This design comes from an exercise in tuning for a short achievable clock period and few clock cycles per item on the open sky130 flow, not from production work. Function was checked by simulation only, so behaviour that the tests miss may differ from the original. Power is estimated from default activity; no workload was simulated.

==> flow/design.v <==
module lc3_core (
    input  wire        clk,
    input  wire        reset,         
    output wire        mem_req,
    output wire        mem_we,
    output wire [15:0] mem_addr,
    output wire [15:0] mem_wdata,
    input  wire [15:0] mem_rdata,
    input  wire        mem_ready,
    input  wire        kbd_avail,
    input  wire [7:0]  kbd_char,
    output wire        kbd_take,
    output wire        disp_emit,
    output wire [7:0]  disp_char,
    output wire        halted,
    output wire        double_fault
);
    localparam [15:0] RESET_PC  = 16'h3000;
    localparam [15:0] SSP_INIT  = 16'h3000;
    localparam [15:0] USP_INIT  = 16'h0000;
    localparam [15:0] IO_BASE   = 16'hFE00;
    localparam [15:0] KBSR      = 16'hFE00;
    localparam [15:0] KBDR      = 16'hFE02;
    localparam [15:0] DSR       = 16'hFE04;
    localparam [15:0] DDR       = 16'hFE06;
    localparam [15:0] IVT_BASE  = 16'h0100;
    localparam [7:0]  KBD_VEC   = 8'h80;
    localparam [2:0]  KBD_PRIO  = 3'd4;
    localparam [7:0]  HALT_VEC  = 8'h25;
    localparam [7:0]  EXC_PRIV  = 8'h00;
    localparam [7:0]  EXC_ILL   = 8'h01;
    localparam [4:0] S_FETCH  = 5'd0,
                     S_DECODE = 5'd1,
                     S_LD     = 5'd2,    
                     S_LDI1   = 5'd3,    
                     S_STI1   = 5'd4,    
                     S_ST     = 5'd5,    
                     S_RTI1   = 5'd6,    
                     S_RTI2   = 5'd7,    
                     S_ENTRY  = 5'd8,    
                     S_PUSH1  = 5'd9,    
                     S_PUSH2  = 5'd10,   
                     S_VEC    = 5'd11,   
                     S_INTCHK = 5'd12,   
                     S_STOP   = 5'd13;   
    reg [15:0] regs [0:7];
    reg [15:0] pc;
    reg        priv;          
    reg [2:0]  prio;          
    reg [2:0]  nzp;           
    reg [15:0] saved_ssp;
    reg [15:0] saved_usp;
    reg        halted_r;
    reg        df_r;
    reg        kbsr_ie;
    reg [4:0]  state;
    reg [15:0] ir;
    reg [15:0] mar;           
    reg [15:0] entry_psr;     
    reg [15:0] vec_addr;      
    reg        entry_int;     
    wire [3:0]  opcode = ir[15:12];
    wire [2:0]  f_dr   = ir[11:9];
    wire [2:0]  f_sr1  = ir[8:6];
    wire [2:0]  f_sr2  = ir[2:0];
    wire [15:0] imm5   = {{11{ir[4]}}, ir[4:0]};
    wire [15:0] off6   = {{10{ir[5]}}, ir[5:0]};
    wire [15:0] off9   = {{7{ir[8]}},  ir[8:0]};
    wire [15:0] off11  = {{5{ir[10]}}, ir[10:0]};
    wire [7:0]  trapv  = ir[7:0];
    wire [15:0] sr1_val = regs[f_sr1];
    wire [15:0] sr2_val = regs[f_sr2];
    wire [15:0] dr_val  = regs[f_dr];      
    wire [15:0] r6_val  = regs[6];
    wire [15:0] psr_word = {priv, 4'b0000, prio, 5'b00000, nzp};
    reg illegal;
    always @(*) begin
        case (opcode)
            4'b0001, 4'b0101: illegal = (ir[5] == 1'b0) && (ir[4:3] != 2'b00);
            4'b0100:          illegal = (ir[11] == 1'b0) && ((ir[10:9] != 2'b00) || (ir[5:0] != 6'd0));
            4'b1000:          illegal = (ir[11:0] != 12'd0);
            4'b1001:          illegal = (ir[5:0] != 6'b111111);
            4'b1100:          illegal = (ir[11:9] != 3'd0) || (ir[5:0] != 6'd0);
            4'b1101:          illegal = 1'b1;
            4'b1111:          illegal = (ir[11:8] != 4'd0);
            default:          illegal = 1'b0;
        endcase
    end
    reg [15:0] alu_out;
    always @(*) begin
        case (opcode)
            4'b0001: alu_out = sr1_val + (ir[5] ? imm5 : sr2_val);
            4'b0101: alu_out = sr1_val & (ir[5] ? imm5 : sr2_val);
            default: alu_out = ~sr1_val;
        endcase
    end
    reg [15:0] ea;
    always @(*) begin
        case (opcode)
            4'b0110, 4'b0111: ea = sr1_val + off6;    
            default:          ea = pc + off9;         
        endcase
    end
    function [2:0] cc;
        input [15:0] v;
        begin
            cc = v[15] ? 3'b100 : ((v == 16'd0) ? 3'b010 : 3'b001);
        end
    endfunction
    reg        acc_valid;
    reg        acc_we;
    reg [15:0] acc_addr;
    reg [15:0] acc_wdata;
    always @(*) begin
        acc_valid = 1'b0;
        acc_we    = 1'b0;
        acc_addr  = mar;
        acc_wdata = 16'd0;
        case (state)
            S_FETCH: begin acc_valid = 1'b1; acc_addr = pc; end
            S_LD, S_LDI1, S_STI1: begin acc_valid = 1'b1; acc_addr = mar; end
            S_ST:    begin acc_valid = 1'b1; acc_we = 1'b1; acc_addr = mar; acc_wdata = dr_val; end
            S_RTI1, S_RTI2: begin acc_valid = 1'b1; acc_addr = r6_val; end
            S_PUSH1: begin acc_valid = 1'b1; acc_we = 1'b1; acc_addr = r6_val; acc_wdata = entry_psr; end
            S_PUSH2: begin acc_valid = 1'b1; acc_we = 1'b1; acc_addr = r6_val; acc_wdata = pc; end
            S_VEC:   begin acc_valid = 1'b1; acc_addr = vec_addr; end
            default: ;
        endcase
    end
    wire acc_kbsr = (acc_addr == KBSR);
    wire acc_kbdr = (acc_addr == KBDR);
    wire acc_dsr  = (acc_addr == DSR);
    wire acc_ddr  = (acc_addr == DDR);
    wire acc_dev  = acc_kbsr | acc_kbdr | acc_dsr | acc_ddr;
    reg [15:0] dev_rdata;
    always @(*) begin
        if (acc_kbsr)
            dev_rdata = {kbd_avail, kbsr_ie, 14'd0};
        else if (acc_kbdr)
            dev_rdata = kbd_avail ? {8'd0, kbd_char} : 16'd0;
        else if (acc_dsr)
            dev_rdata = 16'h8000;
        else
            dev_rdata = 16'd0;
    end
    wire        acc_done  = acc_valid & (acc_dev | mem_ready);
    wire [15:0] acc_rdata = acc_dev ? dev_rdata : mem_rdata;
    assign mem_req   = acc_valid & ~acc_dev;
    assign mem_we    = acc_we;
    assign mem_addr  = acc_addr;
    assign mem_wdata = acc_wdata;
    assign kbd_take  = acc_valid & acc_kbdr & ~acc_we & kbd_avail;
    assign disp_emit = acc_valid & acc_ddr & acc_we;
    assign disp_char = acc_wdata[7:0];
    assign halted       = halted_r;
    assign double_fault = df_r;
    wire ea_priv_fault   = priv & (ea >= IO_BASE);
    wire rd_priv_fault   = priv & (acc_rdata >= IO_BASE);
    wire int_req = kbd_avail & kbsr_ie & (KBD_PRIO > prio);
    wire [15:0] entry_sp = priv ? saved_ssp : r6_val;
    integer i;
    always @(posedge clk) begin
        if (reset) begin
            for (i = 0; i < 8; i = i + 1)
                regs[i] <= 16'd0;
            pc        <= RESET_PC;
            priv      <= 1'b1;
            prio      <= 3'd0;
            nzp       <= 3'b010;
            saved_ssp <= SSP_INIT;
            saved_usp <= USP_INIT;
            halted_r  <= 1'b0;
            df_r      <= 1'b0;
            kbsr_ie   <= 1'b0;
            state     <= S_FETCH;
            ir        <= 16'd0;
            mar       <= 16'd0;
            entry_psr <= 16'd0;
            vec_addr  <= 16'd0;
            entry_int <= 1'b0;
        end else begin
            if (acc_done && acc_we && acc_kbsr)
                kbsr_ie <= acc_wdata[14];
            case (state)
                S_FETCH: begin
                    if (acc_done) begin
                        ir    <= acc_rdata;
                        pc    <= pc + 16'd1;
                        state <= S_DECODE;
                    end
                end
                S_DECODE: begin
                    entry_int <= 1'b0;
                    if (illegal) begin
                        vec_addr <= {8'd0, EXC_ILL};
                        state    <= S_ENTRY;
                    end else begin
                        case (opcode)
                            4'b0001, 4'b0101, 4'b1001: begin    
                                regs[f_dr] <= alu_out;
                                nzp        <= cc(alu_out);
                                state      <= S_INTCHK;
                            end
                            4'b1110: begin                      
                                regs[f_dr] <= ea;
                                nzp        <= cc(ea);
                                state      <= S_INTCHK;
                            end
                            4'b0000: begin                      
                                if ((ir[11] & nzp[2]) | (ir[10] & nzp[1]) | (ir[9] & nzp[0]))
                                    pc <= pc + off9;
                                state <= S_INTCHK;
                            end
                            4'b1100: begin                      
                                pc    <= sr1_val;
                                state <= S_INTCHK;
                            end
                            4'b0100: begin                      
                                regs[7] <= pc;
                                pc      <= ir[11] ? (pc + off11) : sr1_val;
                                state   <= S_INTCHK;
                            end
                            4'b0010, 4'b0110, 4'b1010,           
                            4'b0011, 4'b0111, 4'b1011: begin     
                                mar <= ea;
                                if (ea_priv_fault) begin
                                    vec_addr <= {8'd0, EXC_PRIV};
                                    state    <= S_ENTRY;
                                end else begin
                                    case (opcode)
                                        4'b1010: state <= S_LDI1;
                                        4'b1011: state <= S_STI1;
                                        4'b0011, 4'b0111: state <= S_ST;
                                        default: state <= S_LD;
                                    endcase
                                end
                            end
                            4'b1000: begin                      
                                if (priv) begin
                                    vec_addr <= {8'd0, EXC_PRIV};
                                    state    <= S_ENTRY;
                                end else begin
                                    state <= S_RTI1;
                                end
                            end
                            default: begin                      
                                if (trapv == HALT_VEC) begin
                                    halted_r <= 1'b1;
                                    state    <= S_STOP;
                                end else begin
                                    vec_addr <= {8'd0, trapv};
                                    state    <= S_ENTRY;
                                end
                            end
                        endcase
                    end
                end
                S_LD: begin
                    if (acc_done) begin
                        regs[f_dr] <= acc_rdata;
                        nzp        <= cc(acc_rdata);
                        state      <= S_INTCHK;
                    end
                end
                S_LDI1, S_STI1: begin
                    if (acc_done) begin
                        mar <= acc_rdata;
                        if (rd_priv_fault) begin
                            vec_addr <= {8'd0, EXC_PRIV};
                            state    <= S_ENTRY;
                        end else begin
                            state <= (state == S_LDI1) ? S_LD : S_ST;
                        end
                    end
                end
                S_ST: begin
                    if (acc_done)
                        state <= S_INTCHK;
                end
                S_RTI1: begin
                    if (acc_done) begin
                        pc      <= acc_rdata;
                        regs[6] <= r6_val + 16'd1;
                        state   <= S_RTI2;
                    end
                end
                S_RTI2: begin
                    if (acc_done) begin
                        priv <= acc_rdata[15];
                        prio <= acc_rdata[10:8];
                        nzp  <= acc_rdata[2:0];
                        if (acc_rdata[15]) begin
                            saved_ssp <= r6_val + 16'd1;
                            regs[6]   <= saved_usp;
                        end else begin
                            regs[6] <= r6_val + 16'd1;
                        end
                        state <= S_INTCHK;
                    end
                end
                S_ENTRY: begin
                    if (entry_sp < 16'd2) begin
                        df_r  <= 1'b1;
                        state <= S_STOP;
                    end else begin
                        entry_psr <= psr_word;
                        if (priv)
                            saved_usp <= r6_val;
                        regs[6] <= entry_sp - 16'd1;
                        priv    <= 1'b0;
                        state   <= S_PUSH1;
                    end
                end
                S_PUSH1: begin
                    if (acc_done) begin
                        regs[6] <= r6_val - 16'd1;
                        state   <= S_PUSH2;
                    end
                end
                S_PUSH2: begin
                    if (acc_done) begin
                        if (entry_int)
                            prio <= KBD_PRIO;
                        state <= S_VEC;
                    end
                end
                S_VEC: begin
                    if (acc_done) begin
                        pc <= acc_rdata;
                        state <= entry_int ? S_FETCH : S_INTCHK;
                    end
                end
                S_INTCHK: begin
                    if (int_req) begin
                        entry_int <= 1'b1;
                        vec_addr  <= IVT_BASE + {8'd0, KBD_VEC};
                        state     <= S_ENTRY;
                    end else begin
                        state <= S_FETCH;
                    end
                end
                S_STOP: ;
                default: state <= S_FETCH;
            endcase
        end
    end
endmodule
==> flow/run.sh <==
#!/bin/bash
# synth_recipe.tcl (not shown) runs the flow's synth.tcl, then flattens the netlist and writes it again
# the make line also repeats each setting of config.mk as NAME=value (left out here)
make -C /OpenROAD-flow-scripts/flow DESIGN_CONFIG=/design/flow/config.mk WORK_HOME=/design/flow/orfs CLKGATE_MAP_FILE= SYNTH_SCRIPT=/design/flow/synth_recipe.tcl finish
==> flow/config.mk <==
export PLATFORM = sky130hd
export DESIGN_NAME = lc3_core
export DESIGN_NICKNAME = lc3_core
export VERILOG_FILES = /design/flow/design.v
export SDC_FILE = /design/flow/constraint.sdc
export NUM_CORES = 4
export LEC_CHECK = 0
export CAP_MARGIN = 20
export CORE_MARGIN = 2
export CORE_UTILIZATION = 30
export SLEW_MARGIN = 20
==> flow/constraint.sdc <==
create_clock -name core_clock -period 8.0 [get_ports {clk}]
set_input_delay 1.6000 -clock core_clock [delete_from_list [all_inputs] [get_ports {clk}]]
set_output_delay 1.6000 -clock core_clock [all_outputs]
set_load 0.01 [all_outputs]
==> out/results.tsv <==
metric	value	unit
path_class	flop to flop	
reg2reg_depth	11	
yosysSeqAreaShare	31.2	%
path_common_cell	nand2_1	
first_pass_iters	6	
slew_violations	0	
drt_iter0_drc	2718	
cts_resized	0	
hold_depth	2	
cp-start-kind	flop	
setup_viol	0	
grt_max_degree	54	
fin_tns_setup	0	ns
drcViolationCount	0	
fin_crit_sh	86.3	%
die_h	262	um
fmax	145	MHz
avgSynthCellArea	8.70	um^2
cts_buffer_depth	3	
core-area	0.0660	mm^2
numClockSinks	248	
ys_ff_latch	248	
cts_made_buffers	31	
timing.rr.end	regs[0][10]	
wire_per_inst	27.8	um
post_cts_buffers	0	
powerDensity	369	mW/mm^2
cts_root_buf	clkbuf_16	
critical_path.endpoint	regs[0][10]	
wirelength	88400	um
nets	2388	
vias_per_cell	6.20	
dp_hpwl	65900	um
synth-edff-count	128	
maxCapViolCount	0	
cp_slowest_cell	nand2_1	
yosysWarnings	1	
grt_setup_unrepaired	false	
cts_hold_buf	0	
place.gp.congestion	0.992	
worstSkewPairLatency	0.60	ns
max-vdd-ir-drop	0.000193	V
grt_usage	24.9	%
final_cell_mix	nand2_1, nor2_1, a21oi_1	
grt_pass1_vias	18900	
path_cells	buf_4 > nor4_4 > a211oi_2 > a221o_1 > nand2_1 > nor4b_4 > a21oi_2 > nor3_4 > or2_1 > nand2_1 > nand2_1	
grt_pass1_wl	128000	um
setup.worst_path.start	state[3]	
drive_gt1_share	12.4	%
clkTransAtPathRegs	0.06	ns
fin_ws	1.10	ns
path_buf_inv	1	
start_util	30.4	%
die_w	262	um
critPathMaxStageDelay	1.23	ns
cpLargestDelayFamily	simple AND/OR/NAND/NOR gates	
ys.flop_type	edfxtp_1	
hold_class	flop to flop	
endpoint_kind	flop	
htreeDepth	1	
antenna_found_initial	3	
place_ws	1.37	ns
arrival	7.10	ns
finClkSkew	0.0159	ns
drtAntennaViolNets	0	
r2r-start	state[3]	
critPathRequiredTime	8.20	ns
synth_cells	2303	
cts_tree	built	
area_growth	13.0	%
layout_commonest_cell	nand2_1	
finalCriticalPeriod	6.90	ns
yosysUniqueCellTypes	105	
leakage	8.14	nW
status	finished clean	
worst_slew_pin_slew	1.19	ns
crit_fanout	29	
synth_area	0.0200	mm^2
hold_viol	0	
cp_num_cells	11	
grt-ovfl-total	0	
relSlewSlack	20.7	%
syn_nets	2390	
diodes	0	
via_count	19700	
worst-r2r-setup-slack	1.10	ns
io_pins	74	
std_cell_rows	94	
postSynth.asyncResetShare	0	%
die_area	0.0688	mm^2
numPortBuffers	73	
-- power breakdown --
group / switching (W) / total, W / internal [W]
combinational: 0.00330 / 0.00511 / 0.00181
sequential: 0.000340 / 0.00186 / 0.00152
clock: 0.000580 / 0.00138 / 0.000805
-- registers in the layout (all words and copies together) (netlist names), named ones only --
name and cells:
df_r 1, entry_int 1, entry_psr 7, halted_r 1
ir 16, kbsr_ie 1, mar 16, nzp 3
pc 16, prio 3, priv 1, regs 128
saved_ssp 16, saved_usp 16, state 4, vec_addr 9
-- layout make-up --
class	instances	area (um^2)
clock buffer	40	841
clock inverter	15	149
fill	6719	43400
inverter	46	173
multi-input combinational	1828	12900
sequential	248	6250
tap	864	1080
timing repair buffer	146	1280
-- synthesized netlist by cell type, drive strengths merged, types with 8 or more instances --
| library cell | n | share of area [%] |
|---|---|---|
| a221oi | 13 | 0.66 |
| or3 | 12 | 0.37 |
| a21oi | 146 | 3.8 |
| nand3b | 9 | 0.36 |
| o21ai | 162 | 4.1 |
| a21o | 11 | 0.41 |
| nor2 | 281 | 5.3 |
| nor3 | 57 | 1.5 |
| nand2b | 16 | 0.50 |
| xnor2 | 50 | 2.2 |
| nor4 | 15 | 0.57 |
| o221ai | 8 | 0.35 |
| nor2b | 30 | 0.94 |
| nand4 | 21 | 0.69 |
| buf | 63 | 1.8 |
| o22ai | 32 | 1.0 |
| a22oi | 23 | 0.86 |
| a2111oi | 8 | 0.38 |
| and3 | 25 | 0.78 |
| nor3b | 12 | 0.45 |
| a211oi | 43 | 1.7 |
| mux2i | 75 | 3.8 |
| and4 | 9 | 0.39 |
| inv | 45 | 0.84 |
| mux4 | 96 | 11 |
| xor2 | 36 | 1.7 |
| ha | 56 | 3.5 |
| a22o | 15 | 0.66 |
| clkbuf | 118 | 2.2 |
| a32oi | 12 | 0.52 |
| o31ai | 12 | 0.45 |
| nand2 | 293 | 5.5 |
| mux2 | 14 | 0.81 |
| or2 | 9 | 0.28 |
| dfxtp | 120 | 12 |
| nand3 | 59 | 1.5 |
| o211ai | 26 | 0.97 |
| o21a | 10 | 0.37 |
| edfxtp | 128 | 19 |
| and2 | 15 | 0.47 |
| a31oi | 12 | 0.37 |
-- routing by layer --
layer,global-route usage (%),vias to the layer above,wire (um)
met3,5.90,255,10100
met1,32.4,9620,34600
met2,38.2,1249,38500
met5,0,-,13
li1,-,8619,-
met4,13.1,2,5310
-- stage by stage --
step	cells	area (um^2)	power, W	hold WS, ns	utilization [%]
after floorplan	2303	20000	0.00505	0.420	-
after global placement	3131	21600	0.00677	0.439	32.8
after detailed placement	3132	21600	0.00681	0.447	32.8
after CTS	3187	22600	0.00821	0.455	34.3
after global routing	3187	22600	0.00874	0.469	34.3
final	3187	22600	0.00835	0.456	34.3
-- how the worst min path moves through the flow --
stage	from	endpoint
after CTS	saved_usp[7]	saved_usp[7]
final	saved_usp[7]	saved_usp[7]
after floorplan	saved_ssp[11]	saved_ssp[11]
after detailed placement	saved_usp[7]	saved_usp[7]
after global routing	saved_usp[13]	saved_usp[13]
after global placement	saved_ssp[11]	saved_ssp[11]
-- worst register-to-register path, stage by stage (launching register included) --
cell,delay [ns]
dfxtp_1,0.71
buf_4,0.43
nor4_4,0.16
a211oi_2,0.88
a221o_1,0.35
nand2_1,0.11
nor4b_4,0.73
a21oi_2,0.44
nor3_4,0.32
or2_1,0.36
nand2_1,0.77
nand2_1,1.23
-- logic make-up (layout without fill, tap and decap cells) --
group | Yosys count | count (layout) | synth area share [%]
flops | 248 | 248 | 31.2
compound gates | 603 | 603 | 19.8
mux | 185 | 185 | 15.4
xor+xnor | 86 | 86 | 3.86
fa+ha+maj | 59 | 59 | 3.80
buf+inv | 227 | 247 | 4.83
simple gates | 895 | 895 | 21.1

port drivers added, routing unchanged:
How much do the figures lean on ideal ports? The routed layout below was timed once more, with nothing changed but the port constraints.
Step 1 sets driving cells, clkbuf_16 on the clock port and buf_2 on the other inputs (assumed; they add their load-dependent delay and slew).
Step 2 also shifts input and output timing later by t, the mid clock arrival at the registers, as if the neighbouring blocks saw the same clock.
a / b / c = no drivers / after step 1 / after step 2; a / b = the first two.
shift t [ns]: 0.657
setup WS [ns]: 1.100 / 1.100 / 1.100
worst setup path at the end: register to register
After both steps this run still meets setup and hold. For this run, drivers alone change the setup slack by 0.000 ns; drivers and shift together by 0.000 ns.
